What follows belongs to an exercise in optimizing a design on an open flow for small area, a short achievable clock period and few clock cycles per item; a production flow would make more cautious choices. At most, simulation tests tie the RTL to the original design; equivalence was not proved. No functional check of the RTL was part of runs 4 and 5.

`flow/design.v`:
```
module aes_sbox_a (input wire [7:0] x, input wire dec, output wire [11:0] m);
    wire t9 = x[0] ^ x[6];
    wire t10 = x[5] ^ t9;
    wire t11 = x[1] ^ x[2];
    wire t12 = x[7] ^ t10;
    wire t13 = x[1] ^ t10;
    wire t14 = t11 ^ t12;
    wire t15 = x[4] ^ t10;
    wire t16 = x[3] ^ t9;
    wire t17 = t11 ^ t16;
    wire t18 = x[0] ^ x[1];
    wire t19 = x[3] ^ x[4];
    wire t20 = t18 ^ t19;
    wire t21 = x[7] ^ t20;
    wire t22 = x[4] ^ x[6];
    wire t23 = t18 ^ t22;
    wire t24 = x[3] ^ x[6];
    wire t25 = t18 ^ t24;
    wire t26 = x[4] ^ x[7];
    wire t27 = x[0] ^ x[3];
    wire t28 = x[4] ^ t27;
    wire t29 = x[5] ^ t23;
    wire t30 = x[7] ^ t22;
    wire t31 = x[2] ^ x[5];
    wire t32 = x[7] ^ t31;
    wire t33 = ~t22;
    wire t34 = ~t25;
    wire t35 = ~t23;
    wire t36 = ~t28;
    wire t37 = ~t30;
    wire t38 = ~t32;
    wire t39 = dec ? t33 : t13;
    wire t40 = dec ? t34 : t12;
    wire t41 = dec ? t26 : t14;
    wire t42 = dec ? t35 : t15;
    wire t43 = dec ? t36 : t10;
    wire t44 = dec ? t29 : t17;
    wire t45 = dec ? t37 : t21;
    wire t46 = dec ? t38 : x[0];
    wire t47 = t39 ^ t43;
    wire t48 = t40 ^ t44;
    wire t49 = t41 ^ t45;
    wire t50 = t42 ^ t46;
    wire t51 = t47 ^ t48;
    wire t52 = t48 ^ t50;
    wire t53 = t47 ^ t49;
    wire t54 = t39 ^ t41;
    wire t55 = t40 ^ t42;
    wire t56 = t43 ^ t45;
    wire t57 = t44 ^ t46;
    wire t58 = t54 ^ t55;
    wire t59 = t56 ^ t57;
    wire t60 = t58 & t59;
    wire t61 = t54 & t56;
    wire t62 = t60 ^ t61;
    wire t63 = t55 & t57;
    wire t64 = t60 ^ t63;
    wire t65 = t62 ^ t64;
    wire t66 = t39 ^ t40;
    wire t67 = t43 ^ t44;
    wire t68 = t66 & t67;
    wire t69 = t39 & t43;
    wire t70 = t68 ^ t69;
    wire t71 = t40 & t44;
    wire t72 = t68 ^ t71;
    wire t73 = t64 ^ t70;
    wire t74 = t65 ^ t72;
    wire t75 = t41 ^ t42;
    wire t76 = t45 ^ t46;
    wire t77 = t75 & t76;
    wire t78 = t41 & t45;
    wire t79 = t77 ^ t78;
    wire t80 = t42 & t46;
    wire t81 = t77 ^ t80;
    wire t82 = t64 ^ t79;
    wire t83 = t65 ^ t81;
    wire t84 = t51 ^ t73;
    wire t85 = t48 ^ t74;
    wire t86 = t52 ^ t82;
    wire t87 = t53 ^ t83;
    wire t88 = t84 ^ t86;
    wire t89 = t85 ^ t87;
    wire t90 = t88 ^ t89;
    wire t91 = t84 ^ t85;
    wire t92 = t86 ^ t87;
    wire t93 = t91 & t92;
    wire t94 = t84 & t86;
    wire t95 = t93 ^ t94;
    wire t96 = t85 & t87;
    wire t97 = t93 ^ t96;
    wire t98 = t88 ^ t95;
    wire t99 = t90 ^ t97;
    wire t100 = t98 ^ t99;
    wire t101 = t92 & t100;
    wire t102 = t86 & t99;
    wire t103 = t101 ^ t102;
    wire t104 = t87 & t98;
    wire t105 = t101 ^ t104;
    wire t106 = t91 & t100;
    wire t107 = t84 & t99;
    wire t108 = t106 ^ t107;
    wire t109 = t85 & t98;
    wire t110 = t106 ^ t109;
    assign m[0] = t39;
    assign m[1] = t40;
    assign m[2] = t41;
    assign m[3] = t42;
    assign m[4] = t43;
    assign m[5] = t44;
    assign m[6] = t45;
    assign m[7] = t46;
    assign m[8] = t103;
    assign m[9] = t105;
    assign m[10] = t108;
    assign m[11] = t110;
endmodule
module aes_sbox_b (input wire [11:0] m, input wire dec, output wire [7:0] y);
    wire t13 = m[8] ^ m[10];
    wire t14 = m[9] ^ m[11];
    wire t15 = m[4] ^ m[6];
    wire t16 = m[5] ^ m[7];
    wire t17 = t13 ^ t14;
    wire t18 = t15 ^ t16;
    wire t19 = t17 & t18;
    wire t20 = t13 & t15;
    wire t21 = t19 ^ t20;
    wire t22 = t14 & t16;
    wire t23 = t19 ^ t22;
    wire t24 = t21 ^ t23;
    wire t25 = m[8] ^ m[9];
    wire t26 = m[4] ^ m[5];
    wire t27 = t25 & t26;
    wire t28 = m[4] & m[8];
    wire t29 = t27 ^ t28;
    wire t30 = m[5] & m[9];
    wire t31 = t27 ^ t30;
    wire t32 = t23 ^ t29;
    wire t33 = t24 ^ t31;
    wire t34 = m[10] ^ m[11];
    wire t35 = m[6] ^ m[7];
    wire t36 = t34 & t35;
    wire t37 = m[6] & m[10];
    wire t38 = t36 ^ t37;
    wire t39 = m[7] & m[11];
    wire t40 = t36 ^ t39;
    wire t41 = t23 ^ t38;
    wire t42 = t24 ^ t40;
    wire t43 = m[0] ^ m[2];
    wire t44 = m[1] ^ m[3];
    wire t45 = t43 ^ t44;
    wire t46 = t17 & t45;
    wire t47 = t13 & t43;
    wire t48 = t46 ^ t47;
    wire t49 = t14 & t44;
    wire t50 = t46 ^ t49;
    wire t51 = t48 ^ t50;
    wire t52 = m[0] ^ m[1];
    wire t53 = t25 & t52;
    wire t54 = m[0] & m[8];
    wire t55 = t53 ^ t54;
    wire t56 = m[1] & m[9];
    wire t57 = t53 ^ t56;
    wire t58 = t50 ^ t55;
    wire t59 = t51 ^ t57;
    wire t60 = m[2] ^ m[3];
    wire t61 = t34 & t60;
    wire t62 = m[2] & m[10];
    wire t63 = t61 ^ t62;
    wire t64 = m[3] & m[11];
    wire t65 = t61 ^ t64;
    wire t66 = t50 ^ t63;
    wire t67 = t51 ^ t65;
    wire t68 = t32 ^ t66;
    wire t69 = t33 ^ t42;
    wire t70 = t41 ^ t68;
    wire t71 = t42 ^ t59;
    wire t72 = t58 ^ t69;
    wire t73 = t32 ^ t33;
    wire t74 = t58 ^ t73;
    wire t75 = t67 ^ t68;
    wire t76 = t71 ^ t75;
    wire t77 = t69 ^ t70;
    wire t78 = t41 ^ t66;
    wire t79 = ~t72;
    wire t80 = ~t74;
    wire t81 = ~t71;
    wire t82 = ~t78;
    wire t83 = t32 ^ t58;
    wire t84 = t42 ^ t66;
    wire t85 = t33 ^ t83;
    wire t86 = t41 ^ t59;
    wire t87 = t67 ^ t84;
    wire t88 = t41 ^ t85;
    wire t89 = t85 ^ t87;
    wire t90 = t42 ^ t58;
    wire t91 = t32 ^ t86;
    wire t92 = t87 ^ t91;
    wire t93 = t83 ^ t84;
    wire t94 = t86 ^ t93;
    wire t95 = t33 ^ t58;
    wire t96 = dec ? t67 : t79;
    wire t97 = dec ? t83 : t80;
    wire t98 = dec ? t88 : t76;
    wire t99 = dec ? t89 : t77;
    wire t100 = dec ? t90 : t70;
    wire t101 = dec ? t92 : t81;
    wire t102 = dec ? t94 : t82;
    wire t103 = dec ? t95 : t68;
    assign y[0] = t96;
    assign y[1] = t97;
    assign y[2] = t98;
    assign y[3] = t99;
    assign y[4] = t100;
    assign y[5] = t101;
    assign y[6] = t102;
    assign y[7] = t103;
endmodule
module aes_sboxf_a (input wire [7:0] x, output wire [11:0] m);
    wire t8 = x[0] ^ x[6];
    wire t9 = x[5] ^ t8;
    wire t10 = x[1] ^ x[2];
    wire t11 = x[7] ^ t9;
    wire t12 = x[1] ^ t9;
    wire t13 = t10 ^ t11;
    wire t14 = x[4] ^ t9;
    wire t15 = x[3] ^ t8;
    wire t16 = t10 ^ t15;
    wire t17 = x[0] ^ x[1];
    wire t18 = x[3] ^ x[4];
    wire t19 = t17 ^ t18;
    wire t20 = x[7] ^ t19;
    wire t21 = t9 ^ t12;
    wire t22 = t11 ^ t16;
    wire t23 = t13 ^ t20;
    wire t24 = x[0] ^ t14;
    wire t25 = t21 ^ t22;
    wire t26 = t22 ^ t24;
    wire t27 = t21 ^ t23;
    wire t28 = t12 ^ t13;
    wire t29 = t11 ^ t14;
    wire t30 = t9 ^ t20;
    wire t31 = x[0] ^ t16;
    wire t32 = t28 ^ t29;
    wire t33 = t30 ^ t31;
    wire t34 = t32 & t33;
    wire t35 = t28 & t30;
    wire t36 = t34 ^ t35;
    wire t37 = t29 & t31;
    wire t38 = t34 ^ t37;
    wire t39 = t36 ^ t38;
    wire t40 = t11 ^ t12;
    wire t41 = t9 ^ t16;
    wire t42 = t40 & t41;
    wire t43 = t9 & t12;
    wire t44 = t42 ^ t43;
    wire t45 = t11 & t16;
    wire t46 = t42 ^ t45;
    wire t47 = t38 ^ t44;
    wire t48 = t39 ^ t46;
    wire t49 = t13 ^ t14;
    wire t50 = x[0] ^ t20;
    wire t51 = t49 & t50;
    wire t52 = t13 & t20;
    wire t53 = t51 ^ t52;
    wire t54 = x[0] & t14;
    wire t55 = t51 ^ t54;
    wire t56 = t38 ^ t53;
    wire t57 = t39 ^ t55;
    wire t58 = t25 ^ t47;
    wire t59 = t22 ^ t48;
    wire t60 = t26 ^ t56;
    wire t61 = t27 ^ t57;
    wire t62 = t58 ^ t60;
    wire t63 = t59 ^ t61;
    wire t64 = t62 ^ t63;
    wire t65 = t58 ^ t59;
    wire t66 = t60 ^ t61;
    wire t67 = t65 & t66;
    wire t68 = t58 & t60;
    wire t69 = t67 ^ t68;
    wire t70 = t59 & t61;
    wire t71 = t67 ^ t70;
    wire t72 = t62 ^ t69;
    wire t73 = t64 ^ t71;
    wire t74 = t72 ^ t73;
    wire t75 = t66 & t74;
    wire t76 = t60 & t73;
    wire t77 = t75 ^ t76;
    wire t78 = t61 & t72;
    wire t79 = t75 ^ t78;
    wire t80 = t65 & t74;
    wire t81 = t58 & t73;
    wire t82 = t80 ^ t81;
    wire t83 = t59 & t72;
    wire t84 = t80 ^ t83;
    assign m[0] = t12;
    assign m[1] = t11;
    assign m[2] = t13;
    assign m[3] = t14;
    assign m[4] = t9;
    assign m[5] = t16;
    assign m[6] = t20;
    assign m[7] = x[0];
    assign m[8] = t77;
    assign m[9] = t79;
    assign m[10] = t82;
    assign m[11] = t84;
endmodule
module aes_sboxf_b (input wire [11:0] m, output wire [7:0] y);
    wire t12 = m[8] ^ m[10];
    wire t13 = m[9] ^ m[11];
    wire t14 = m[4] ^ m[6];
    wire t15 = m[5] ^ m[7];
    wire t16 = t12 ^ t13;
    wire t17 = t14 ^ t15;
    wire t18 = t16 & t17;
    wire t19 = t12 & t14;
    wire t20 = t18 ^ t19;
    wire t21 = t13 & t15;
    wire t22 = t18 ^ t21;
    wire t23 = t20 ^ t22;
    wire t24 = m[8] ^ m[9];
    wire t25 = m[4] ^ m[5];
    wire t26 = t24 & t25;
    wire t27 = m[4] & m[8];
    wire t28 = t26 ^ t27;
    wire t29 = m[5] & m[9];
    wire t30 = t26 ^ t29;
    wire t31 = t22 ^ t28;
    wire t32 = t23 ^ t30;
    wire t33 = m[10] ^ m[11];
    wire t34 = m[6] ^ m[7];
    wire t35 = t33 & t34;
    wire t36 = m[6] & m[10];
    wire t37 = t35 ^ t36;
    wire t38 = m[7] & m[11];
    wire t39 = t35 ^ t38;
    wire t40 = t22 ^ t37;
    wire t41 = t23 ^ t39;
    wire t42 = m[0] ^ m[2];
    wire t43 = m[1] ^ m[3];
    wire t44 = t42 ^ t43;
    wire t45 = t16 & t44;
    wire t46 = t12 & t42;
    wire t47 = t45 ^ t46;
    wire t48 = t13 & t43;
    wire t49 = t45 ^ t48;
    wire t50 = t47 ^ t49;
    wire t51 = m[0] ^ m[1];
    wire t52 = t24 & t51;
    wire t53 = m[0] & m[8];
    wire t54 = t52 ^ t53;
    wire t55 = m[1] & m[9];
    wire t56 = t52 ^ t55;
    wire t57 = t49 ^ t54;
    wire t58 = t50 ^ t56;
    wire t59 = m[2] ^ m[3];
    wire t60 = t33 & t59;
    wire t61 = m[2] & m[10];
    wire t62 = t60 ^ t61;
    wire t63 = m[3] & m[11];
    wire t64 = t60 ^ t63;
    wire t65 = t49 ^ t62;
    wire t66 = t50 ^ t64;
    wire t67 = t31 ^ t65;
    wire t68 = t32 ^ t41;
    wire t69 = t40 ^ t67;
    wire t70 = t41 ^ t58;
    wire t71 = t57 ^ t68;
    wire t72 = t31 ^ t32;
    wire t73 = t57 ^ t72;
    wire t74 = t66 ^ t67;
    wire t75 = t70 ^ t74;
    wire t76 = t68 ^ t69;
    wire t77 = t40 ^ t65;
    wire t78 = ~t71;
    wire t79 = ~t73;
    wire t80 = ~t70;
    wire t81 = ~t77;
    assign y[0] = t78;
    assign y[1] = t79;
    assign y[2] = t75;
    assign y[3] = t76;
    assign y[4] = t69;
    assign y[5] = t80;
    assign y[6] = t81;
    assign y[7] = t67;
endmodule
module aes_mixcol (
    input  wire [31:0] c,
    output wire [31:0] y
);
    wire [7:0] a0 = c[7:0];
    wire [7:0] a1 = c[15:8];
    wire [7:0] a2 = c[23:16];
    wire [7:0] a3 = c[31:24];
    wire [7:0] x0 = {a0[6:0], 1'b0} ^ (a0[7] ? 8'h1b : 8'h00);
    wire [7:0] x1 = {a1[6:0], 1'b0} ^ (a1[7] ? 8'h1b : 8'h00);
    wire [7:0] x2 = {a2[6:0], 1'b0} ^ (a2[7] ? 8'h1b : 8'h00);
    wire [7:0] x3 = {a3[6:0], 1'b0} ^ (a3[7] ? 8'h1b : 8'h00);
    assign y[7:0]   = x0 ^ (x1 ^ a1) ^ a2 ^ a3;
    assign y[15:8]  = a0 ^ x1 ^ (x2 ^ a2) ^ a3;
    assign y[23:16] = a0 ^ a1 ^ x2 ^ (x3 ^ a3);
    assign y[31:24] = (x0 ^ a0) ^ a1 ^ a2 ^ x3;
endmodule
module aes_inv_mixcol_pre (
    input  wire [31:0] c,
    output wire [31:0] y
);
    function [7:0] x4;   
        input [7:0] a;
        reg   [7:0] t;
        begin
            t  = {a[6:0], 1'b0} ^ (a[7] ? 8'h1b : 8'h00);
            x4 = {t[6:0], 1'b0} ^ (t[7] ? 8'h1b : 8'h00);
        end
    endfunction
    wire [7:0] u = x4(c[7:0]  ^ c[23:16]);
    wire [7:0] v = x4(c[15:8] ^ c[31:24]);
    assign y = {c[31:24] ^ v, c[23:16] ^ u, c[15:8] ^ v, c[7:0] ^ u};
endmodule
module aes256_core (
    input  wire         clk,
    input  wire         rst,
    input  wire         start,
    input  wire [1:0]   op,
    input  wire [255:0] key,
    input  wire [127:0] din,
    output reg          ready,
    output reg          done,
    output reg          err,
    output reg  [127:0] dout
);
    function [127:0] sig;
        input [127:0] a;
        sig = {a[63:32], a[95:64], a[127:96], a[31:0]};
    endfunction
    reg [255:0] ks;          
    reg [255:0] ke;          
    reg         kv;          
    reg         wpend;       
    reg         wact;        
    reg         v1, d1, x1;  
    reg [3:0]   c1;          
    reg [127:0] s1;          
    reg [255:0] k1;          
    reg         v2, d2, x2;
    reg [3:0]   c2;
    reg [191:0] m2;          
    reg [47:0]  q2;          
    reg [255:0] k2;
    reg         v3, d3, x3;
    reg [3:0]   c3;
    reg [127:0] u3;          
    reg [255:0] k3;          
    wire last3 = (c3 == 4'd13);
    reg  free3;                     
    reg  fin2;                      
    genvar gi;
    wire [127:0] sr;
    wire [191:0] ma;
    wire [47:0]  qa;
    generate
        for (gi = 0; gi < 16; gi = gi + 1) begin : g_a
            assign sr[8*gi+7:8*gi] =
                s1[8*((gi % 4) + 4*(((gi / 4) + (gi % 4)) % 4)) +: 8];
            aes_sbox_a u_sa (.x(sr[8*gi+7:8*gi]), .dec(d1), .m(ma[12*gi+11:12*gi]));
        end
        for (gi = 0; gi < 4; gi = gi + 1) begin : g_ka
            aes_sboxf_a u_ka (.x(k1[224+8*gi+7:224+8*gi]), .m(qa[12*gi+11:12*gi]));
        end
    endgenerate
    wire [127:0] b;
    wire [31:0]  sw;
    generate
        for (gi = 0; gi < 16; gi = gi + 1) begin : g_b
            aes_sbox_b u_sb (.m(m2[12*gi+11:12*gi]), .dec(d2), .y(b[8*gi+7:8*gi]));
        end
        for (gi = 0; gi < 4; gi = gi + 1) begin : g_kb
            aes_sboxf_b u_kb (.m(q2[12*gi+11:12*gi]), .y(sw[8*gi+7:8*gi]));
        end
    endgenerate
    wire [127:0] ub = d2 ? (b ^ sig(k2[255:128])) : b;
    wire [7:0]  rcon = d2 ? (8'h40 >> c2[3:1]) : (8'h01 << c2[3:1]);
    wire [31:0] t    = c2[0] ? sw : ({sw[7:0], sw[31:8]} ^ {24'h0, rcon});
    wire [31:0] l0 = k2[31:0], l1 = k2[63:32], l2 = k2[95:64], l3 = k2[127:96];
    wire [31:0] p1 = l1 ^ l0;
    wire [31:0] p2 = d2 ? (l2 ^ l1) : (l2 ^ l1 ^ l0);
    wire [31:0] p3 = d2 ? (l3 ^ l2) : (l3 ^ l2 ^ l1 ^ l0);
    wire [31:0] te = d2 ? 32'h0 : t;
    wire [31:0] n0 = l0 ^ t;
    wire [31:0] n1 = p1 ^ te;
    wire [31:0] n2 = p2 ^ te;
    wire [31:0] n3 = p3 ^ te;
    wire [255:0] nk = {n3, n2, n1, n0, k2[255:128]};
    wire [127:0] rk = k3[127:0];    
    wire [127:0] ns;
    generate
        for (gi = 0; gi < 4; gi = gi + 1) begin : g_mc
            wire [31:0] pre, mc;
            aes_inv_mixcol_pre u_pre (.c(u3[32*gi+31:32*gi]), .y(pre));
            aes_mixcol u_mc (.c(d3 ? pre : u3[32*gi+31:32*gi]), .y(mc));
            assign ns[32*gi+31:32*gi] = mc ^ (d3 ? 32'h0 : rk[32*gi+31:32*gi]);
        end
    endgenerate
    wire [127:0] res = d3 ? sig(u3) : (u3 ^ rk);
    wire acc     = start && ready;
    wire blk     = acc && (op != 2'b00);
    wire launch  = blk && kv;
    wire wlaunch = wpend && free3;
    wire ldec    = op[1] && !wpend;
    wire [127:0] s_new = ldec ? sig(din ^ ke[255:128]) : (din ^ ks[127:0]);
    wire [255:0] k_new = ldec ? {ke[127:0], ke[255:128]} : ks;
    wire wpend_n = wlaunch ? 1'b0 : (acc && op == 2'b00) ? 1'b1 : wpend;
    wire wact_n  = (v3 && last3 && x3) ? 1'b0 : wlaunch ? 1'b1 : wact;
    always @(posedge clk) begin
        v2 <= v1; d2 <= d1; x2 <= x1; c2 <= c1;
        m2 <= ma; q2 <= qa; k2 <= k1;
        v3 <= v2; d3 <= d2; x3 <= x2; c3 <= c2;
        free3 <= !v2 || (c2 == 4'd13);
        fin2  <= v1 && (c1 == 4'd13) && x1;
        u3 <= ub; k3 <= nk;
        dout <= res;
        done <= 1'b0;
        err  <= 1'b0;
        if (free3) begin
            s1 <= s_new;
            k1 <= k_new;
        end else begin
            s1 <= ns;
            k1 <= k3;
        end
        if (launch) begin
            v1 <= 1'b1; d1 <= op[1]; x1 <= 1'b0; c1 <= 4'd0;
        end else if (wlaunch) begin
            v1 <= 1'b1; d1 <= 1'b0; x1 <= 1'b1; c1 <= 4'd0;
        end else begin
            v1 <= v3 && !last3; d1 <= d3; x1 <= x3; c1 <= c3 + 4'd1;
        end
        ready <= !wpend_n && !wact_n && (!v2 || c2 == 4'd13);
        if (acc && op == 2'b00) begin
            ks <= key;
            kv <= 1'b1;
        end
        wpend <= wpend_n;
        wact  <= wact_n;
        if (blk && !kv) begin
            done <= 1'b1;
            err  <= 1'b1;
        end
        if (v3 && last3)
            done <= 1'b1;
        if (fin2)
            ke <= k2;
        if (rst) begin
            v1 <= 1'b0; v2 <= 1'b0; v3 <= 1'b0;
            free3 <= 1'b1; fin2 <= 1'b0;
            kv <= 1'b0; wpend <= 1'b0; wact <= 1'b0;
            done <= 1'b0;
            ready <= 1'b1;
        end
    end
endmodule
```
`flow/flow/run.sh`:
```
#!/bin/bash
# Own flow: the standard layout (standard.sh) with three changes:
#  - synthesis maps with an ABC script suited to XOR-heavy logic
#    (flow/abc.script) and skips the full/half adder extraction; registers,
#    flattening and renaming are the standard synthesis's;
#  - timing repair aims SETUP_SLACK_MARGIN ns below the clock period;
#  - ports are buffered with a plain buffer cell, and the delay cells are
#    not used as buffers.
set -euo pipefail
W=$(pwd)
MARGIN=6.5
SYN=$FLOW_HOME/scripts/synth.tcl
sed -e 's|^\(\s*\)\[env_var_exists_and_non_empty ADDER_MAP_FILE\] &&|\10 \&\& [env_var_exists_and_non_empty ADDER_MAP_FILE] \&\&|' \
    -e "s|^\(\s*\)log_cmd abc {\*}\$abc_args|\1log_cmd abc -script $W/flow/abc.script {*}[lrange \$abc_args 2 end]|" \
    "$SYN" > "$W/synth_own.tcl"
grep -q '0 && \[env_var_exists_and_non_empty ADDER_MAP_FILE\]' "$W/synth_own.tcl"
grep -q "log_cmd abc -script $W/flow/abc.script" "$W/synth_own.tcl"
sed "s|source \$::env(SCRIPTS_DIR)/synth.tcl|source $W/synth_own.tcl|" synth_recipe.tcl > "$W/synth_recipe_own.tcl"
grep -q "source $W/synth_own.tcl" "$W/synth_recipe_own.tcl"
sed -e "s|SYNTH_SCRIPT=[^ ]*|SYNTH_SCRIPT=$W/synth_recipe_own.tcl|" \
    -e "s|\"\${@:-finish}\"|SETUP_SLACK_MARGIN=$MARGIN \"\${@:-finish}\"|" standard.sh > "$W/standard_own.sh"
grep -q "SYNTH_SCRIPT=$W/synth_recipe_own.tcl" "$W/standard_own.sh"
grep -q "SETUP_SLACK_MARGIN=$MARGIN" "$W/standard_own.sh"
export BUFFER_PORTS_ARGS="-buffer_cell sky130_fd_sc_hd__buf_1"
DLY=""
for c in clkdlybuf4s15_1 clkdlybuf4s15_2 clkdlybuf4s18_1 clkdlybuf4s18_2 clkdlybuf4s25_1 \
         clkdlybuf4s25_2 clkdlybuf4s50_1 clkdlybuf4s50_2 dlygate4sd1_1 dlygate4sd2_1 \
         dlygate4sd3_1 dlymetal6s2s_1 dlymetal6s4s_1 dlymetal6s6s_1; do
  DLY="$DLY sky130_fd_sc_hd__$c"
done
export DONT_USE_CELLS="$DLY"
bash "$W/standard_own.sh" > "$W/flow_make.log" 2>&1
```
`flow/flow/abc.script`:
```
strash
&get -n
&dch -x
&nf -R 1000
&put
topo
stime -c
```
`flow/standard.sh`:
```
#!/bin/bash
# synth_recipe.tcl (not shown) runs the flow's synth.tcl, then flattens the netlist and writes it again
# the make line also repeats each setting of config.mk as NAME=value (left out here)
make -C /OpenROAD-flow-scripts/flow DESIGN_CONFIG=/design/flow/config.mk WORK_HOME=/design/flow/orfs CLKGATE_MAP_FILE= SYNTH_SCRIPT=/design/flow/synth_recipe.tcl "${@:-finish}"
```
`flow/config.mk`:
```
export PLATFORM = sky130hd
export DESIGN_NAME = aes256_core
export DESIGN_NICKNAME = aes256_core
export VERILOG_FILES = /design/flow/design.v
export SDC_FILE = /design/flow/constraint.sdc
export NUM_CORES = 8
export LEC_CHECK = 0
export CAP_MARGIN = 20
export CORE_MARGIN = 2
export CORE_UTILIZATION = 40
export CTS_BUF_LIST = sky130_fd_sc_hd__clkbuf_16
export CTS_CLUSTER_DIAMETER = 60
export CTS_CLUSTER_SIZE = 25
export SLEW_MARGIN = 20
```
`flow/constraint.sdc`:
```
create_clock -name core_clock -period 10.0 [get_ports {clk}]
set_input_delay 2.0000 -clock core_clock [delete_from_list [all_inputs] [get_ports {clk}]]
set_output_delay 2.0000 -clock core_clock [all_outputs]
set_load 0.01 [all_outputs]
```
==> results of run 1 <==
## through the flow
step / hold WS (ns) / cells / instance area (sq um)
2_1_floorplan: 0.310 / 8987 / 90700
3_5_place_dp: 0.312 / 12500 / 96800
4_1_cts: 0.306 / 12900 / 104000
5_1_grt: 0.316 / 13000 / 106000
6_report: 0.300 / 13000 / 106000
3_3_place_gp: 0.310 / 12500 / 96800
## repair_timing
action / in CTS / in global routing
buffers inserted: 38 / 102
cloned: 5 / 1
endpoints found under the setup margin: 314 / 186
pin swaps: 19 / 72
hold buffers: 0 / 0
gates resized for setup: 231 / 263
## state kept, by name (all words and copies together) (netlist names), 4 cells and up
name / cells
k1: 256
k2: 256
k3: 256
ke: 256
ks: 256
m2: 192
dout: 128
s1: 128
u3: 128
q2: 44
c1: 4
c2: 4
c3: 4
## synth_stat cells (all sizes together) (2+ instances only)
library cell	instances	area [sq um]
a21oi	367	1840
or2	13	81.3
o21ai	480	2400
o21bai	9	67.6
nor3b	3	22.5
a31o	9	78.8
a31oi	200	1250
a32o	2	20.0
nand3	6	30.0
o31ai	15	113
a211oi	4	30.0
a22oi	3	22.5
and2	19	119
o22ai	77	482
nor3	7	35.0
a21boi	22	165
nor2b	61	382
a21o	23	173
dfxtp	1417	28400
mux2i	65	651
a2bb2oi	2	17.5
o211ai	4	30.0
nand2	1216	4560
o21a	24	180
mux2	51	574
clkinv	115	432
edfxtp	512	15400
nand3b	2	15.0
a22o	2	17.5
nand2b	58	363
nor2	809	3040
xnor2	2417	21200
o31a	3	26.3
xor2	959	8400
o22a	3	26.3
## layout make-up
class	instances	area, sq um
Antenna cell	13	32.5
Multi-Input combinational cell	6944	48700
Clock inverter	128	1670
Sequential cell	1929	43800
Timing Repair Buffer	707	3770
Inverter	115	453
Clock buffer	152	3800
Tap cell	2992	3740
Fill cell	21100	119000
## metal layers
layer  GRT usage  vias up  wire, um
met5           0        -        27
met3      0.0348      430     21100
met2       0.408     2372    139000
met1       0.371    32000    141000
met4       0.109        4     15300
li1            -    31200         -
## cell families after synthesis
logic type / count (synthesis) / synth area share
compound gates: 1251 / 0.0768
fa+ha+maj: 1 / 0.000110
buf+inv: 115 / 0.00476
flops: 1929 / 0.483
mux: 116 / 0.0135
xor+xnor: 3376 / 0.326
simple gates: 2199 / 0.0959
## worst max-delay path, cell delays in order (launching register included)
cell      delay, ns
dfxtp_4        0.39
xor2_2         0.19
xnor2_2        0.16
buf_4          0.16
buf_4          0.13
xor2_1         0.14
o21ai_2        0.27
xnor2_2        0.18
nand2b_1       0.18
xor2_2         0.25
xor2_2         0.16
or2_1          0.31
and2_0         0.24
o21ai_2        0.20
xor2_2         0.20
nand2_1        0.10
a21oi_2        0.13
## how the worst max path moves through the flow
stage / to / cells after the start / start / slack [ns]
after floorplan: ready$_SDFF_PP1_ / 5 / start / 1.26
after global placement: s1[94]$_DFF_P_ / 10 / op[1] / 5.19
after CTS: s1[124]$_DFF_P_ / 10 / u3[110]$_DFF_P_ / 6.46
after global routing: m2[118]$_DFF_P_ / 14 / s1[110]$_DFF_P_ / 6.28
final: m2[143]$_DFF_P_ / 16 / s1[56]$_DFF_P_ / 6.51
after detailed placement: s1[14]$_DFF_P_ / 10 / op[1] / 5.14
==> impl_metrics.csv, run 1 <==
group,metric,value,unit
timing,hold_viol,0,
timing,setup_viol,0,
cells_and_area,final_cell_mix,"xnor2_1, dfxtp_1, nand2_1, xor2_1, nor2_1",
critical_path,regToRegStartpoint,"s1[56]$_DFF_P_",
route,via_per_inst,5.08,
place,dp_hpwl,238000,um
route,drc,0,
min_path,min_to,"k2[121]$_DFF_P_",
timing,clock_skew,0.0681,ns
clock_network,cts_tree,"built",
timing,setup_tns,0,ns
clock_network,cts_made_buffers,149,
global_route,grt_pass1_vias,63300,
min_path,hold_depth,0,
clock_network,clock_sinks,1929,
critical_path,r2r_slack,6.51,ns
critical_path,r2r-end,"m2[143]$_DFF_P_",
min_path,hold_path.class,"flop to flop",
critical_path,crit_arrival,4.27,ns
place,port_buffers,519,
timing,rsz0062_at_grt,"yes",
die,io_pins,520,
timing,worstMarginPinSlew,1.07,ns
place,dp_slack,5.14,ns
route,wl,316000,um
die,coreArea,225000,sq um
synth,synth.avg_cell_area,10.1,sq um
global_route,grt.overflow.total,0,
critical_path,setup.worst_path.start_class,"flop",
route,antenna_left,0,
synth,synth_edf_count,512,
synth,synth_ff_type,"dfxtp_1",
global_route,antenna_found_initial,40,
timing,slew_viol_final,0,
timing,layout_worst_path_cycle_share,0.349,
synth,synth_warnings,2,
die,die_w,480,um
synth,syn-cell-area,90600,sq um
timing,worst_slack,6.51,ns
die,dieArea,230000,sq um
synth,async_flop_share,0,
critical_path,setup.worst_path.end_class,"flop",
clock_network,htreeDepth,4,
die,start_util,0.403,
cells_and_area,fin_nets,10200,
synth,seq_area_frac_synth,0.483,
cells_and_area,final_common_cell,"xnor2_1",
synth,synth_seq_cells,1929,
global_route,grt_max_degree,195,
clock_network,cts_buffer_depth,3,
cells_and_area,syn_to_final_growth,17.0,%
critical_path,worstPathMaxFanout,4,
min_path,hp-start,"k1[121]$_DFF_P_",
cells_and_area,final_util,0.471,
critical_path,crit_required,10.79,ns
cells_and_area,drive_above_1_share,0.0845,
clock_network,root_buffer,"clkbuf_16",
die,rows,174,
global_route,grt_usage,0.264,
clock_network,path_clk_slew,0.09,ns
place,place_congestion,0.932,
route,wl_per_cell,24.3,um
die,dieHeight,480,um
run,max_cap_violations,0,
timing,period_minus_slack,3.49,ns
clock_network,clkLatencyLatePin,0.88,ns
route,dr.pass1.iters,6,
timing,max_freq,287,MHz
critical_path,reg2reg_depth,16,
critical_path,critPathKind,"flop to flop",
route,route.vias.total,65900,
synth,ys_types,43,
synth,synth_cells,8987,
status,outcome,"complete, no violations",
global_route,grt_pass1_wl,442000,um
timing,relSlewSlack,0.281,
synth,synth.net_count,9376,
route,first_iter_violations,5815,
Testbench counts, summed over its fixed seeds: cycles 12,192, blocks 768.
==> run 2: changes to the inputs <==
--- a/flow/flow/run.sh
+++ b/flow/flow/run.sh
@@ -8,7 +8,7 @@
 #    not used as buffers.
 set -euo pipefail
 W=$(pwd)
-MARGIN=6.5
+MARGIN=6.2
 SYN=$FLOW_HOME/scripts/synth.tcl
 sed -e 's|^\(\s*\)\[env_var_exists_and_non_empty ADDER_MAP_FILE\] &&|\10 \&\& [env_var_exists_and_non_empty ADDER_MAP_FILE] \&\&|' \
     -e "s|^\(\s*\)log_cmd abc {\*}\$abc_args|\1log_cmd abc -script $W/flow/abc.script {*}[lrange \$abc_args 2 end]|" \
==> flow/flow/abc.script (replaced) <==
strash
&get -n
&dch -x
&nf -R 1000
&put
buffer -c
topo
stime -c
upsize -c
dnsize -c
==> impl_metrics.csv, run 2 <==
group,metric,value,unit
status,outcome,"complete, no violations",
cells_and_area,postLayoutCellArea,104000,sq um
global_route,antenna_found_initial,83,
synth,synth_edf_count,512,
route,wl,349000,um
cells_and_area,syn_to_final_growth,12.9,%
critical_path,startpoint,"q2[34]$_DFF_P_",
timing,period_minus_slack,3.76,ns
critical_path,critPathMaxStageDelay,0.70,ns
route,first_iter_violations,7572,
cells_and_area,n_fill_cell,21700,
synth,synth_seq_cells,1929,
die,start_util,0.402,
critical_path,worstPathMaxFanout,4,
route,drc,0,
die,dieHeight,484,um
critical_path,critPathKind,"flop to flop",
synth,synth_ff_type,"dfxtp_1",
timing,setup_viol,0,
synth,synth_top_cell_by_area,"dfxtp_1",
place,port_buffers,519,
place,place_congestion,1.02,
clock_network,path_clk_slew,0.09,ns
critical_path,crit_arrival,4.44,ns
timing,max_freq,266,MHz
critical_path,crit_required,10.68,ns
global_route,grt_pass1_wl,481000,um
synth,ys_types,60,
route,antenna_left,0,
min_path,hold_depth,0,
min_path,hold_path.class,"flop to flop",
cells_and_area,drive_above_1_share,0.0597,
route,dr.pass1.iters,7,
clock_network,root_buffer,"clkbuf_16",
synth,yosys-top-cells-count,"xnor2_1, dfxtp_1, nand2_1",
timing,clock_skew,0.0591,ns
clock_network,cts_made_buffers,160,
global_route,grt_usage,0.289,
timing,hold_viol,0,
synth,synth.avg_cell_area,9.93,sq um
timing,setup_tns,0,ns
cells_and_area,fin_nets,10100,
synth,synth_cells,9278,
cells_and_area,final_cell_mix,"xnor2_1, dfxtp_1, nand2_1, xor2_1, nor2_1",
synth,synth_top_cells_by_area,"dfxtp_1, xnor2_1, edfxtp_1",
synth,syn-cell-area,92100,sq um
place,dp_hpwl,277000,um
synth,async_flop_share,0,
min_path,hp-start,"k1[188]$_DFF_P_",
route,via_per_inst,5.22,
die,die_w,484,um
synth,synth_warnings,2,
synth,synth.most_common_cell,"xnor2_1",
timing,rsz0062_at_grt,"yes",
clock_network,clock_sinks,1929,
critical_path,regToRegStartpoint,"q2[34]$_DFF_P_",
die,coreArea,229000,sq um
global_route,grt_pass1_vias,64300,
critical_path,crit_chain,"xnor2_1 > xnor2_1 > nor2_1 > xor2_1 > xnor2_2 > xnor2_1 > xnor2_1 > o21ai_0 > nor2_1 > xnor2_1",
cells_and_area,final_util,0.454,
synth,synth.net_count,9667,
clock_network,cts_buffer_depth,3,
critical_path,reg2reg_depth,10,
route,wl_per_cell,27.1,um
route,route.vias.total,67400,
cells_and_area,final_common_cell,"xnor2_1",
die,io_pins,520,
timing,layout_worst_path_cycle_share,0.376,
die,rows,176,
timing,slew_viol_final,0,
critical_path,cpMostUsedCell,"xnor2_1",
die,dieArea,234000,sq um
critical_path,crit_slowest_cell,"o21ai_0",
global_route,grt.overflow.total,0,
critical_path,setup.worst_path.start_class,"flop",
run,max_cap_violations,0,
synth,seq_area_frac_synth,0.475,
synth,synth_top_area_frac,0.308,
critical_path,setup.worst_path.end_class,"flop",
place,dpl_cell_area,97200,sq um
timing,worstMarginPinSlew,1.16,ns
timing,relSlewSlack,0.229,
clock_network,cts_tree,"built",
clock_network,clkLatencyLatePin,0.88,ns
clock_network,htreeDepth,4,
global_route,grt_max_degree,154,
## run 2: cell count changes in the layout (fill, tap and decap cells not counted), sizes merged
cell and change:
bufbuf +1, buf -134, clkinv -99, diode +15, or2b +1, nand2b -2
clkbuf +7, inv +106, bufinv +4
## run 2: logic make-up (layout without fill, tap and decap cells)
kind of cell	Yosys count	in the layout	share of synthesized area
flip-flops	1929	1929	0.475
adder cells (fa/ha/maj)	1	1	0.000109
multiplexers	116	116	0.0133
other	0	28	0
AO/OA/AOI/OAI	1251	1251	0.0773
XOR/XNOR	3376	3376	0.323
buffers and inverters	406	987	0.0174
AND/OR/NAND/NOR	2199	2199	0.0945
## run 2: path summary, 6_finish.rpt
kind / endpoint / slack (ns)
worst max-delay path: k3[177]$_DFF_P_ / 6.24
worst min-delay path: k2[188]$_DFF_P_ / 0.31
worst max register to register: k3[177]$_DFF_P_ / 6.24
worst min register to register: k2[188]$_DFF_P_ / 0.31
## run 2: per-stage QoR
stage               hold slack, ns  std cells  worst slack, ns
global route                 0.309      12900             6.18
CTS                          0.316      12900             6.17
global placement             0.310      12600             5.35
finish                       0.308      12900             6.24
detailed placement           0.312      12600             5.31
floorplan                    0.310       9278             1.26
## run 2: critical path, delay by kind of cell, from the launching register on
kind | cells | cell delay, ns
AO/OA/AOI/OAI | 1 | 0.70
AND/OR/NAND/NOR | 2 | 0.33
XOR/XNOR | 7 | 2.19
flip-flops | 1 | 0.36
## run 2: area by class of cell
| type | instances | area (sq um) | area share |
|---|---|---|---|
| clock buffers | 162 | 4050 | 0.0390 |
| well taps | 3026 | 3790 | 0.0364 |
| flip-flops and latches | 1929 | 43800 | 0.421 |
| multi-input cells | 6943 | 47400 | 0.455 |
| repair buffers | 571 | 2580 | 0.0248 |
| clock inverters | 139 | 1970 | 0.0190 |
| diodes | 28 | 70.1 | 0.000673 |
| inverters | 115 | 437 | 0.00420 |
## run 2: repair_timing
action / in CTS / in global routing
hold buffers: 0 / 0
pin swaps: 0 / 3
buffers inserted: 1 / 5
hold endpoints to repair: 0 / 0
gates cloned: 3 / 0
setup endpoints to repair: 78 / 163
gates resized for setup: 17 / 106
## run 2: metal layers
layer  share of wire  GRT usage
met1            0.44      0.411
met2            0.43      0.429
met3           0.082     0.0475
met4           0.047      0.126
met5         0.00028          0
==> run 3: changes to the inputs <==
--- a/flow/flow/run.sh
+++ b/flow/flow/run.sh
@@ -8,7 +8,7 @@
 #    not used as buffers.
 set -euo pipefail
 W=$(pwd)
-MARGIN=6.2
+MARGIN=6.5
 SYN=$FLOW_HOME/scripts/synth.tcl
 sed -e 's|^\(\s*\)\[env_var_exists_and_non_empty ADDER_MAP_FILE\] &&|\10 \&\& [env_var_exists_and_non_empty ADDER_MAP_FILE] \&\&|' \
     -e "s|^\(\s*\)log_cmd abc {\*}\$abc_args|\1log_cmd abc -script $W/flow/abc.script {*}[lrange \$abc_args 2 end]|" \
==> impl_metrics.csv, run 3 <==
group,metric,value,unit
min_path,hold_path.class,"flop to flop",
die,start_util,0.402,
global_route,grt_util_met2,0.419,
timing,layout_worst_path_cycle_share,0.348,
critical_path,critPathMaxStageDelay,0.71,ns
synth,ys_types,60,
timing,slew_viol_final,0,
global_route,grtUsageMet1,0.405,
die,dieArea,234000,sq um
synth,synth_top_cells_by_area,"dfxtp_1, xnor2_1, edfxtp_1",
cells_and_area,fin_nets,10200,
status,outcome,"complete, no violations",
critical_path,crit_chain,"xnor2_2 > xnor2_1 > xnor2_1 > nand2_1 > xor2_1 > xnor2_1 > xor2_1 > xnor2_2 > xnor2_1 > o22ai_1",
place,dp_hpwl,275000,um
critical_path,crit_arrival,4.19,ns
run,max_cap_violations,0,
global_route,met3_usage,0.0489,
clock_network,clock_sinks,1929,
cells_and_area,drive_above_1_share,0.0863,
global_route,grt_usage,0.287,
route,first_iter_violations,8019,
clock_network,root_buffer,"clkbuf_16",
synth,synth_ff_type,"dfxtp_1",
synth,synth.most_common_cell,"xnor2_1",
synth,yosys-top-cells-count,"xnor2_1, dfxtp_1, nand2_1",
synth,synth_warnings,2,
route,route.vias.total,68300,
die,coreArea,229000,sq um
synth,synth_top_cell_by_area,"dfxtp_1",
critical_path,startpoint,"u3[54]$_DFF_P_",
die,dieHeight,484,um
synth,synth_edf_count,512,
synth,syn-cell-area,92100,sq um
min_path,hp-start,"k1[197]$_DFF_P_",
synth,synth_top_area_frac,0.308,
timing,worstMarginPinSlew,1.17,ns
critical_path,worstPathMaxFanout,4,
critical_path,critPathBufInv,0,
synth,async_flop_share,0,
die,io_pins,520,
cells_and_area,final_common_cell,"xnor2_1",
timing,clock_skew,0.0544,ns
synth,synth_seq_cells,1929,
route,drc,0,
synth,synth.avg_cell_area,9.93,sq um
critical_path,critPathKind,"flop to flop",
critical_path,cpMostUsedCell,"xnor2_1",
critical_path,regToRegStartpoint,"u3[54]$_DFF_P_",
route,via_per_inst,5.26,
synth,synth.net_count,9667,
critical_path,critPathTopFamily,"XOR/XNOR gates",
route,wl,356000,um
synth,synth_cells,9278,
critical_path,setup.worst_path.end_class,"flop",
timing,setup_viol,0,
place,port_buffers,519,
die,die_w,484,um
clock_network,postCtsHoldBufs,0,
global_route,busiest_layer,"met2",
timing,setup_tns,0,ns
die,rows,176,
clock_network,cts_tree,"built",
global_route,grt_pass1_vias,64400,
timing,period_minus_slack,3.48,ns
global_route,grt_pass1_wl,479000,um
timing,hold_viol,0,
clock_network,cts_buffer_depth,3,
route,antenna_left,0,
clock_network,path_clk_slew,0.09,ns
critical_path,crit_slowest_cell,"dfxtp_1",
timing,relSlewSlack,0.216,
clock_network,clkLatencyLatePin,0.86,ns
route,dr.pass1.iters,6,
route,wl_per_cell,27.4,um
clock_network,cts_made_buffers,153,
clock_network,htreeDepth,4,
timing,max_freq,288,MHz
critical_path,crit_required,10.71,ns
place,place_congestion,1.03,
global_route,grt.overflow.total,0,
cells_and_area,final_cell_mix,"xnor2_1, dfxtp_1, nand2_1, xor2_1, nor2_1",
synth,seq_area_frac_synth,0.475,
critical_path,setup.worst_path.start_class,"flop",
global_route,antenna_found_initial,87,
cells_and_area,n_fill_cell,21500,
timing,rsz0062_at_grt,"yes",
cells_and_area,syn_to_final_growth,14.6,%
global_route,grt_max_degree,159,
[run 3: final timing paths]
check / end / slack, ns / cells past startpoint
max: s1[60]$_DFF_P_ / 6.52 / 10
min: k2[197]$_DFF_P_ / 0.31 / 0
max reg2reg: s1[60]$_DFF_P_ / 6.52 / 10
min reg2reg: k2[197]$_DFF_P_ / 0.31 / 0
[run 3: cell type report]
| type | count | area [sq um] | share of cell area |
|---|---|---|---|
| antenna | 34 | 85.1 | 0.000806 |
| clock buffer | 162 | 4050 | 0.0384 |
| clock inverter | 125 | 1360 | 0.0129 |
| inverter | 115 | 437 | 0.00414 |
| multi-input combinational | 6943 | 48600 | 0.461 |
| sequential | 1929 | 43900 | 0.415 |
| tap | 3026 | 3790 | 0.0359 |
| timing repair buffer | 653 | 3360 | 0.0318 |
[run 3: cells by family (layout without fill, tap and decap cells)]
kind of cell             count (synthesis)  in the layout  synth area share
multiplexers                           116            116            0.0133
other                                    0             34                 0
XOR/XNOR                              3376           3376             0.323
AO/OA/AOI/OAI                         1251           1251            0.0773
adder cells (fa/ha/maj)                  1              1          0.000109
flip-flops                            1929           1929             0.475
buffers and inverters                  406           1055            0.0174
AND/OR/NAND/NOR                       2199           2199            0.0945
[run 3: worst register-to-register path: cells and delay by family (launching register included)]
kind / cells / cell delay, ns
AOI/OAI and AO/OA: 1 / 0.11
and+or+nand+nor: 1 / 0.10
DFF: 1 / 0.71
xor gates and xnor gates: 8 / 2.39
[run 3: through the flow]
stage	instances	util	hold WS, ns	cell area (sq um)	setup WS, ns
5_1_grt	13000	0.460	0.325	106000	6.35
2_1_floorplan	9278	-	0.310	92200	1.26
6_report	13000	0.460	0.309	106000	6.52
3_3_place_gp	12600	0.424	0.310	97200	5.56
4_1_cts	12900	0.451	0.314	103000	6.43
3_5_place_dp	12600	0.424	0.312	97200	5.49
[run 3: timing repair]
action / in CTS / in global routing
endpoints found under the setup margin: 188 / 131
setup buffers: 19 / 64
pin swaps: 8 / 56
gates resized for setup: 118 / 241
cloned: 1 / 8
[run 3: per-layer routing]
| metal | part of all wire | wire length, um |
|---|---|---|
| met2 | 0.42 | 150000 |
| met1 | 0.43 | 152000 |
| met4 | 0.059 | 21100 |
| met3 | 0.091 | 32200 |
| met5 | 0.00078 | 276 |
==> run 4: changes to the inputs <==
--- a/flow/design.v
+++ b/flow/design.v
@@ -507,23 +507,28 @@
     wire acc     = start && ready;
     wire blk     = acc && (op != 2'b00);
     wire launch  = blk && kv;
-    wire wlaunch = wpend && free3;
+    wire wlaunch = wpend && free3 && !v1 && !v2;
+    wire wb      = v2 && x2;                   
+    wire wend    = wb && (c2 == 4'd13);        
     wire ldec    = op[1] && !wpend;
     wire [127:0] s_new = ldec ? sig(din ^ ke[255:128]) : (din ^ ks[127:0]);
     wire [255:0] k_new = ldec ? {ke[127:0], ke[255:128]} : ks;
     wire wpend_n = wlaunch ? 1'b0 : (acc && op == 2'b00) ? 1'b1 : wpend;
-    wire wact_n  = (v3 && last3 && x3) ? 1'b0 : wlaunch ? 1'b1 : wact;
+    wire wact_n  = wend ? 1'b0 : wlaunch ? 1'b1 : wact;
     always @(posedge clk) begin
         v2 <= v1; d2 <= d1; x2 <= x1; c2 <= c1;
         m2 <= ma; q2 <= qa; k2 <= k1;
-        v3 <= v2; d3 <= d2; x3 <= x2; c3 <= c2;
-        free3 <= !v2 || (c2 == 4'd13);
+        v3 <= v2 && !x2; d3 <= d2; x3 <= x2; c3 <= c2;
+        free3 <= !(v2 && !x2) || (c2 == 4'd13);
         fin2  <= v1 && (c1 == 4'd13) && x1;
         u3 <= ub; k3 <= nk;
         dout <= res;
         done <= 1'b0;
         err  <= 1'b0;
-        if (free3) begin
+        if (wb) begin
+            s1 <= ns;
+            k1 <= nk;
+        end else if (free3) begin
             s1 <= s_new;
             k1 <= k_new;
         end else begin
@@ -534,10 +539,12 @@
             v1 <= 1'b1; d1 <= op[1]; x1 <= 1'b0; c1 <= 4'd0;
         end else if (wlaunch) begin
             v1 <= 1'b1; d1 <= 1'b0; x1 <= 1'b1; c1 <= 4'd0;
+        end else if (wb) begin
+            v1 <= !wend; d1 <= 1'b0; x1 <= 1'b1; c1 <= c2 + 4'd1;
         end else begin
             v1 <= v3 && !last3; d1 <= d3; x1 <= x3; c1 <= c3 + 4'd1;
         end
-        ready <= !wpend_n && !wact_n && (!v2 || c2 == 4'd13);
+        ready <= !wpend_n && !wact_n && (!(v2 && !x2) || c2 == 4'd13);
         if (acc && op == 2'b00) begin
             ks <= key;
             kv <= 1'b1;
@@ -548,7 +555,7 @@
             done <= 1'b1;
             err  <= 1'b1;
         end
-        if (v3 && last3)
+        if ((v3 && last3) || wend)
             done <= 1'b1;
         if (fin2)
             ke <= k2;
==> impl_metrics.csv, run 4 <==
group,metric,value,unit
global_route,antenna_found_initial,81,
synth,synth_edf_count,512,
synth,synth_top_cells_by_area,"dfxtp_1, xnor2_1, edfxtp_1",
synth,synth_xor_area_frac,0.314,
critical_path,crit_slowest_cell,"a211oi_1",
synth,synth_seq_cells,1929,
die,dieHeight,491,um
critical_path,worstPathMaxFanout,5,
global_route,grt_pass1_vias,67500,
synth,synth_warnings,2,
clock_network,root_buffer,"clkbuf_16",
synth,async_flop_share,0,
timing,slew_viol_final,0,
timing,setup_viol,0,
timing,setup_tns,0,ns
clock_network,cts_made_buffers,160,
synth,synth_top_family_by_area,"XOR/XNOR gates",
route,antenna_left,0,
min_path,hold_depth,0,
synth,yosys-top-cells-count,"xnor2_1, dfxtp_1, nand2_1",
timing,worstMarginPinSlew,1.20,ns
clock_network,cts_tree,"built",
critical_path,critPathMaxStageDelay,0.86,ns
synth,synth_top_cell_by_area,"dfxtp_1",
route,via_per_inst,5.25,
die,die_w,491,um
place,dp_hpwl,287000,um
clock_network,path_clk_slew,0.09,ns
timing,layout_worst_path_cycle_share,0.355,
route,wl,373000,um
timing,hold_viol,0,
status,outcome,"complete, no violations",
global_route,grt_max_degree,193,
cells_and_area,final_common_cell,"xnor2_1",
critical_path,reg2reg_depth,9,
synth,ys_types,67,
die,dieArea,241000,sq um
clock_network,htreeDepth,4,
synth,synth-simple-area-share,0.0931,
synth,synth_ff_type,"dfxtp_1",
die,io_pins,520,
critical_path,cp.depth,8,
timing,holdWs,0.310,ns
die,rows,178,
route,drc,0,
synth,synth.avg_cell_area,9.73,sq um
cells_and_area,drive_above_1_share,0.0898,
timing,max_freq,282,MHz
route,wl_per_cell,27.5,um
critical_path,setup.worst_path.start_class,"input pin",
timing,clock_skew,0.0842,ns
timing,period_minus_slack,3.55,ns
timing,rsz0062_at_grt,"yes",
clock_network,cts_buffer_depth,3,
critical_path,crit_chain,"clkdlybuf4s15_2 > nand2b_4 > buf_12 > buf_4 > mux2i_1 > nor2_1 > a211oi_1 > a21oi_1",
clock_network,clock_sinks,1929,
place,port_buffers,519,
critical_path,critPathKind,"input pin to flop",
synth,synth_compound_area_frac,0.0952,
min_path,hold_path.class,"flop to flop",
die,coreArea,235000,sq um
synth,synth_cells,9747,
synth,syn-cell-area,94800,sq um
clock_network,clkLatencyLatePin,0.87,ns
synth,synth.most_common_cell,"xnor2_1",
synth,synth.net_count,10100,
run,max_cap_violations,0,
global_route,grt_usage,0.295,
global_route,grt_pass1_wl,506000,um
route,route.vias.total,71300,
synth,synthAdderAreaFrac,0,
cells_and_area,fin_nets,10600,
timing,relSlewSlack,0.196,
cells_and_area,final_cell_mix,"xnor2_1, dfxtp_1, nand2_1, xor2_1, nor2_1",
route,dr.pass1.iters,6,
die,start_util,0.403,
critical_path,crit_required,10.70,ns
clock_network,postCtsHoldBufs,0,
route,first_iter_violations,7873,
cells_and_area,syn_to_final_growth,15.7,%
critical_path,crit_arrival,4.25,ns
critical_path,critPathTopFamily,"compound AO/OA/AOI/OAI gates",
place,place_congestion,0.990,
synth,synth_top_area_frac,0.299,
global_route,grt.overflow.total,0,
synth,seq_area_frac_synth,0.461,
critical_path,critPathBufInv,3,
critical_path,setup.worst_path.end_class,"flop",
synth,synth.area.mux_share,0.0130,
## run 4: routing by layer
layer / part of all wire / GRT usage / vias to the layer above / wire [um]
li1: - / - / 32700 / -
met1: 0.43 / 0.416 / 35000 / 162000
met2: 0.44 / 0.444 / 2963 / 162000
met3: 0.081 / 0.0476 / 522 / 30000
met4: 0.049 / 0.128 / 20 / 18300
met5: 0.00035 / 0 / - / 132
## run 4: area by class of cell
cell class                      instances  area [sq um]
Tap cell                             3150          3940
Fill cell                           22100        126000
Antenna cell                           34          85.1
Clock buffer                          166          4150
Clock inverter                        136          1940
Multi-Input combinational cell       7258         51200
Inverter                              209           785
Timing Repair Buffer                  689          3790
Sequential cell                      1929         43900
## run 4: final timing paths
path | from | to | slack, ns
worst max-delay path | op[1] | s1[81]$_DFF_P_ | 6.45
worst min-delay path | k1[200]$_DFF_P_ | k2[200]$_DFF_P_ | 0.31
worst max register to register | u3[38]$_DFF_P_ | s1[36]$_DFF_P_ | 6.50
worst min register to register | k1[200]$_DFF_P_ | k2[200]$_DFF_P_ | 0.31
## run 4: timing repair
item / in CTS / in global routing
gates resized for setup: 165 / 281
cloned: 8 / 5
buffers inserted: 35 / 69
pin swaps: 19 / 59
setup endpoints to repair: 588 / 261
## run 4: kinds of logic after synthesis
kind of cell,count (synthesis)
compound gates,1607
xor+xnor,3372
buf+inv,563
flops,1929
mux,120
simple gates,2156
## run 4: stage by stage
stage | utilization | setup slack [ns] | instance area (sq um) | cells
final | 0.466 | 6.45 | 110000 | 13600
after global routing | 0.466 | 6.38 | 110000 | 13600
after CTS | 0.456 | 6.34 | 107000 | 13500
after detailed placement | 0.424 | 5.05 | 99900 | 13100
after global placement | 0.424 | 5.11 | 99900 | 13100
after floorplan | - | 1.37 | 94800 | 9747
==> run 5: changes to the inputs <==
--- a/flow/design.v
+++ b/flow/design.v
@@ -403,21 +403,18 @@
     assign y[23:16] = a0 ^ a1 ^ x2 ^ (x3 ^ a3);
     assign y[31:24] = (x0 ^ a0) ^ a1 ^ a2 ^ x3;
 endmodule
-module aes_inv_mixcol_pre (
+module aes_inv_mixcol_delta (
     input  wire [31:0] c,
     output wire [31:0] y
 );
-    function [7:0] x4;   
+    function [7:0] x2;   
         input [7:0] a;
-        reg   [7:0] t;
-        begin
-            t  = {a[6:0], 1'b0} ^ (a[7] ? 8'h1b : 8'h00);
-            x4 = {t[6:0], 1'b0} ^ (t[7] ? 8'h1b : 8'h00);
-        end
+        x2 = {a[6:0], 1'b0} ^ (a[7] ? 8'h1b : 8'h00);
     endfunction
-    wire [7:0] u = x4(c[7:0]  ^ c[23:16]);
-    wire [7:0] v = x4(c[15:8] ^ c[31:24]);
-    assign y = {c[31:24] ^ v, c[23:16] ^ u, c[15:8] ^ v, c[7:0] ^ u};
+    wire [7:0] u = x2(x2(c[7:0]  ^ c[23:16]));
+    wire [7:0] v = x2(x2(c[15:8] ^ c[31:24]));
+    wire [7:0] t = x2(u ^ v);
+    assign y = {t ^ v, t ^ u, t ^ v, t ^ u};
 endmodule
 module aes256_core (
     input  wire         clk,
@@ -497,38 +494,33 @@
     wire [127:0] ns;
     generate
         for (gi = 0; gi < 4; gi = gi + 1) begin : g_mc
-            wire [31:0] pre, mc;
-            aes_inv_mixcol_pre u_pre (.c(u3[32*gi+31:32*gi]), .y(pre));
-            aes_mixcol u_mc (.c(d3 ? pre : u3[32*gi+31:32*gi]), .y(mc));
-            assign ns[32*gi+31:32*gi] = mc ^ (d3 ? 32'h0 : rk[32*gi+31:32*gi]);
+            wire [31:0] dl, mc;
+            aes_inv_mixcol_delta u_dl (.c(u3[32*gi+31:32*gi]), .y(dl));
+            aes_mixcol u_mc (.c(u3[32*gi+31:32*gi]), .y(mc));
+            assign ns[32*gi+31:32*gi] = mc ^ (d3 ? dl : rk[32*gi+31:32*gi]);
         end
     endgenerate
     wire [127:0] res = d3 ? sig(u3) : (u3 ^ rk);
     wire acc     = start && ready;
     wire blk     = acc && (op != 2'b00);
     wire launch  = blk && kv;
-    wire wlaunch = wpend && free3 && !v1 && !v2;
-    wire wb      = v2 && x2;                   
-    wire wend    = wb && (c2 == 4'd13);        
+    wire wlaunch = wpend && free3;
     wire ldec    = op[1] && !wpend;
     wire [127:0] s_new = ldec ? sig(din ^ ke[255:128]) : (din ^ ks[127:0]);
     wire [255:0] k_new = ldec ? {ke[127:0], ke[255:128]} : ks;
     wire wpend_n = wlaunch ? 1'b0 : (acc && op == 2'b00) ? 1'b1 : wpend;
-    wire wact_n  = wend ? 1'b0 : wlaunch ? 1'b1 : wact;
+    wire wact_n  = (v3 && last3 && x3) ? 1'b0 : wlaunch ? 1'b1 : wact;
     always @(posedge clk) begin
         v2 <= v1; d2 <= d1; x2 <= x1; c2 <= c1;
         m2 <= ma; q2 <= qa; k2 <= k1;
-        v3 <= v2 && !x2; d3 <= d2; x3 <= x2; c3 <= c2;
-        free3 <= !(v2 && !x2) || (c2 == 4'd13);
+        v3 <= v2; d3 <= d2; x3 <= x2; c3 <= c2;
+        free3 <= !v2 || (c2 == 4'd13);
         fin2  <= v1 && (c1 == 4'd13) && x1;
         u3 <= ub; k3 <= nk;
         dout <= res;
         done <= 1'b0;
         err  <= 1'b0;
-        if (wb) begin
-            s1 <= ns;
-            k1 <= nk;
-        end else if (free3) begin
+        if (free3) begin
             s1 <= s_new;
             k1 <= k_new;
         end else begin
@@ -539,12 +531,10 @@
             v1 <= 1'b1; d1 <= op[1]; x1 <= 1'b0; c1 <= 4'd0;
         end else if (wlaunch) begin
             v1 <= 1'b1; d1 <= 1'b0; x1 <= 1'b1; c1 <= 4'd0;
-        end else if (wb) begin
-            v1 <= !wend; d1 <= 1'b0; x1 <= 1'b1; c1 <= c2 + 4'd1;
         end else begin
             v1 <= v3 && !last3; d1 <= d3; x1 <= x3; c1 <= c3 + 4'd1;
         end
-        ready <= !wpend_n && !wact_n && (!(v2 && !x2) || c2 == 4'd13);
+        ready <= !wpend_n && !wact_n && (!v2 || c2 == 4'd13);
         if (acc && op == 2'b00) begin
             ks <= key;
             kv <= 1'b1;
@@ -555,7 +545,7 @@
             done <= 1'b1;
             err  <= 1'b1;
         end
-        if ((v3 && last3) || wend)
+        if (v3 && last3)
             done <= 1'b1;
         if (fin2)
             ke <= k2;
==> impl_metrics.csv, run 5 <==
group,metric,value,unit
die,io_pins,520,
route,drc,0,
clock_network,path_clk_slew,0.09,ns
timing,setup_tns,0,ns
route,wl,355000,um
global_route,grt_pass1_wl,481000,um
timing,period_minus_slack,3.64,ns
global_route,antenna_found_initial,99,
route,first_iter_violations,7301,
route,dr.pass1.iters,6,
synth,synth_seq_cells,1929,
synth,synth.avg_cell_area,9.86,sq um
synth,synth_top_area_frac,0.307,
cells_and_area,final_util,0.459,
cells_and_area,drive_above_1_share,0.0865,
timing,relSlewSlack,0.237,
global_route,grt_max_degree,183,
critical_path,crit_arrival,4.37,ns
critical_path,critPathBufInv,1,
die,start_util,0.402,
clock_network,clock_sinks,1929,
cells_and_area,n_fill_cell,21700,
global_route,grt_usage,0.288,
place,port_buffers,519,
critical_path,cpMostUsedCell,"xor2_4",
synth,synth_ff_type,"dfxtp_1",
synth,synth.net_count,9769,
timing,clock_skew,0.0684,ns
synth,syn-cell-area,92400,sq um
die,die_w,485,um
timing,layout_worst_path_cycle_share,0.364,
synth,synth.most_common_cell,"xnor2_1",
place,dp_hpwl,275000,um
place,place_congestion,1.03,
die,dieArea,235000,sq um
clock_network,cts_tree,"built",
cells_and_area,syn_to_final_growth,14.2,%
synth,yosys-top-cells-count,"xnor2_1, dfxtp_1, nand2_1",
cells_and_area,final_common_cell,"xnor2_1",
route,route.vias.total,68000,
route,wl_per_cell,27.3,um
synth,seq_area_frac_synth,0.473,
timing,setup_viol,0,
status,outcome,"complete, no violations",
critical_path,setup.worst_path.end_class,"flop",
clock_network,cts_made_buffers,150,
cells_and_area,stdcell_count,13000,
timing,worstMarginPinSlew,1.14,ns
run,max_cap_violations,0,
die,coreArea,230000,sq um
timing,slew_viol_final,0,
min_path,hold_path.class,"flop to flop",
die,dieHeight,485,um
clock_network,htreeDepth,4,
critical_path,crit_chain,"xor2_4 > xnor2_2 > buf_6 > xor2_4 > xor2_2 > o21ai_4 > xnor2_2 > nor2_2 > mux2_4 > xor2_4 > nand2_1 > xnor2_4 > xor2_4 > nor2_1 > o31ai_1",
die,rows,176,
critical_path,crit_slowest_cell,"dfxtp_4",
global_route,grt.overflow.total,0,
clock_network,root_buffer,"clkbuf_16",
synth,synth_edf_count,512,
critical_path,critPathMaxStageDelay,0.41,ns
global_route,grt_pass1_vias,64400,
synth,ys_types,73,
timing,max_freq,275,MHz
cells_and_area,final_cell_mix,"xnor2_1, dfxtp_1, nand2_1, xor2_1, nor2_1",
clock_network,cts_buffer_depth,3,
route,via_per_inst,5.24,
synth,synth_top_cells_by_area,"dfxtp_1, xnor2_1, edfxtp_1",
clock_network,postCtsHoldBufs,0,
synth,synth_warnings,2,
critical_path,setup.worst_path.start_class,"flop",
cells_and_area,fin_nets,10200,
critical_path,critPathTopFamily,"XOR/XNOR gates",
synth,synth_cells,9380,
timing,hold_viol,0,
synth,synth_top_cell_by_area,"dfxtp_1",
route,antenna_left,0,
place,dp.cells,12600,
critical_path,critPathKind,"flop to flop",
critical_path,worstPathMaxFanout,7,
critical_path,crit_required,10.73,ns
synth,async_flop_share,0,
clock_network,clkLatencyLatePin,0.86,ns
timing,rsz0062_at_grt,"yes",
## run 5: cell type report
cell class | count | area, sq um | area share
antenna | 46 | 115 | 0.00109
clock buffer | 158 | 3950 | 0.0374
clock inverter | 121 | 1480 | 0.0140
inverter | 117 | 443 | 0.00419
multi-input combinational | 6928 | 48600 | 0.460
sequential | 1929 | 43900 | 0.415
tap | 3026 | 3790 | 0.0359
timing repair buffer | 656 | 3340 | 0.0317
## run 5: routing by layer
| layer | wire length (um) | vias to the layer above | track usage |
|---|---|---|---|
| met4 | 21300 | 16 | 0.146 |
| met5 | 109 | - | 0 |
| met2 | 154000 | 2779 | 0.435 |
| met1 | 155000 | 33500 | 0.402 |
| li1 | - | 31100 | - |
| met3 | 24500 | 560 | 0.0404 |
## run 5: timing repair
item                       4_1_cts  5_1_grt
pin swaps                       19       62
buffers inserted                28       62
resized for setup              146      262
setup endpoints to repair      259      223
gates cloned                     4        3
## run 5: through the flow
step | hold WS, ns | cell area (sq um) | worst slack (ns)
2_1_floorplan | 0.310 | 92500 | 1.26
3_3_place_gp | 0.312 | 97000 | 5.28
3_5_place_dp | 0.312 | 97000 | 5.22
6_report | 0.314 | 106000 | 6.36
5_1_grt | 0.327 | 106000 | 6.26
4_1_cts | 0.320 | 103000 | 6.38
## run 5: worst reg2reg max path, stage by stage (launching register included)
cell and delay (ns):
dfxtp_4 0.41, xor2_4 0.20, xnor2_2 0.14, buf_6 0.15, xor2_4 0.16, xor2_2 0.17
o21ai_4 0.27, xnor2_2 0.14, nor2_2 0.14, mux2_4 0.36, xor2_4 0.30, nand2_1 0.22
xnor2_4 0.28, xor2_4 0.21, nor2_1 0.06, o31ai_1 0.29
## run 5: logic make-up (layout without fill, tap and decap cells)
| group | after synthesis | count (layout) | share of synthesized area |
|---|---|---|---|
| xor gates and xnor gates | 3354 | 3354 | 0.321 |
| buffers and inverters | 523 | 1052 | 0.0220 |
| adders and majority gates | 1 | 1 | 0.000108 |
| and+or+nand+nor | 2120 | 2120 | 0.0891 |
| muxes | 96 | 96 | 0.0111 |
| AOI/OAI and AO/OA | 1357 | 1357 | 0.0832 |
| other | 0 | 46 | 0 |
| DFF | 1929 | 1929 | 0.473 |
## run 5: worst paths after layout
path | from | slack (ns) | endpoint | depth (start not counted)
min | k1[178]$_DFF_P_ | 0.31 | k2[178]$_DFF_P_ | 0
max reg2reg | s1[62]$_DFF_P_ | 6.36 | m2[142]$_DFF_P_ | 15
max | s1[62]$_DFF_P_ | 6.36 | m2[142]$_DFF_P_ | 15
min reg2reg | k1[178]$_DFF_P_ | 0.31 | k2[178]$_DFF_P_ | 0

[what the ideal ports hide]
The results above use ideal ports. As a check the final layouts listed here were re-extracted and re-timed, cells and wires unchanged. Step 1 (the two cells are an assumption about what drives the block):
set clk [get_ports {clk}]
set_driving_cell -lib_cell sky130_fd_sc_hd__clkbuf_16 $clk
set_driving_cell -lib_cell sky130_fd_sc_hd__buf_2 [delete_from_list [all_inputs] $clk]
Step 2 moves the port delays by t, midway between the first and last clock arrival at a register: inputs arrive t later, outputs are due t later. That takes back most of the time a late clock gives input paths. a / b / c = ideal ports / drivers / drivers and shift; a / b = the first two.
| run | t, ns | setup slack, ns | slew at the worst register clock pin (ns) | worst slew at a driven data input, ns |
|---|---|---|---|---|
| run 1 | 0.921 | 6.513 / 6.472 / 5.787 | 0.10 / 0.10 | 0.23 |
| run 2 | 0.950 | 6.238 / 6.184 / 5.394 | 0.10 / 0.10 | 0.32 |
| run 3 | 0.927 | 6.522 / 6.473 / 5.736 | 0.10 / 0.10 | 0.34 |
| run 4 | 0.935 | 6.452 / 6.460 / 5.593 | 0.10 / 0.10 | 0.26 |
| run 5 | 0.922 | 6.360 / 6.360 / 5.637 | 0.10 / 0.10 | 0.27 |
After both steps setup and hold are still met in every run listed. The setup slack of run 4, which loses most, moves by +0.008 ns with the drivers and by -0.859 ns with both steps.
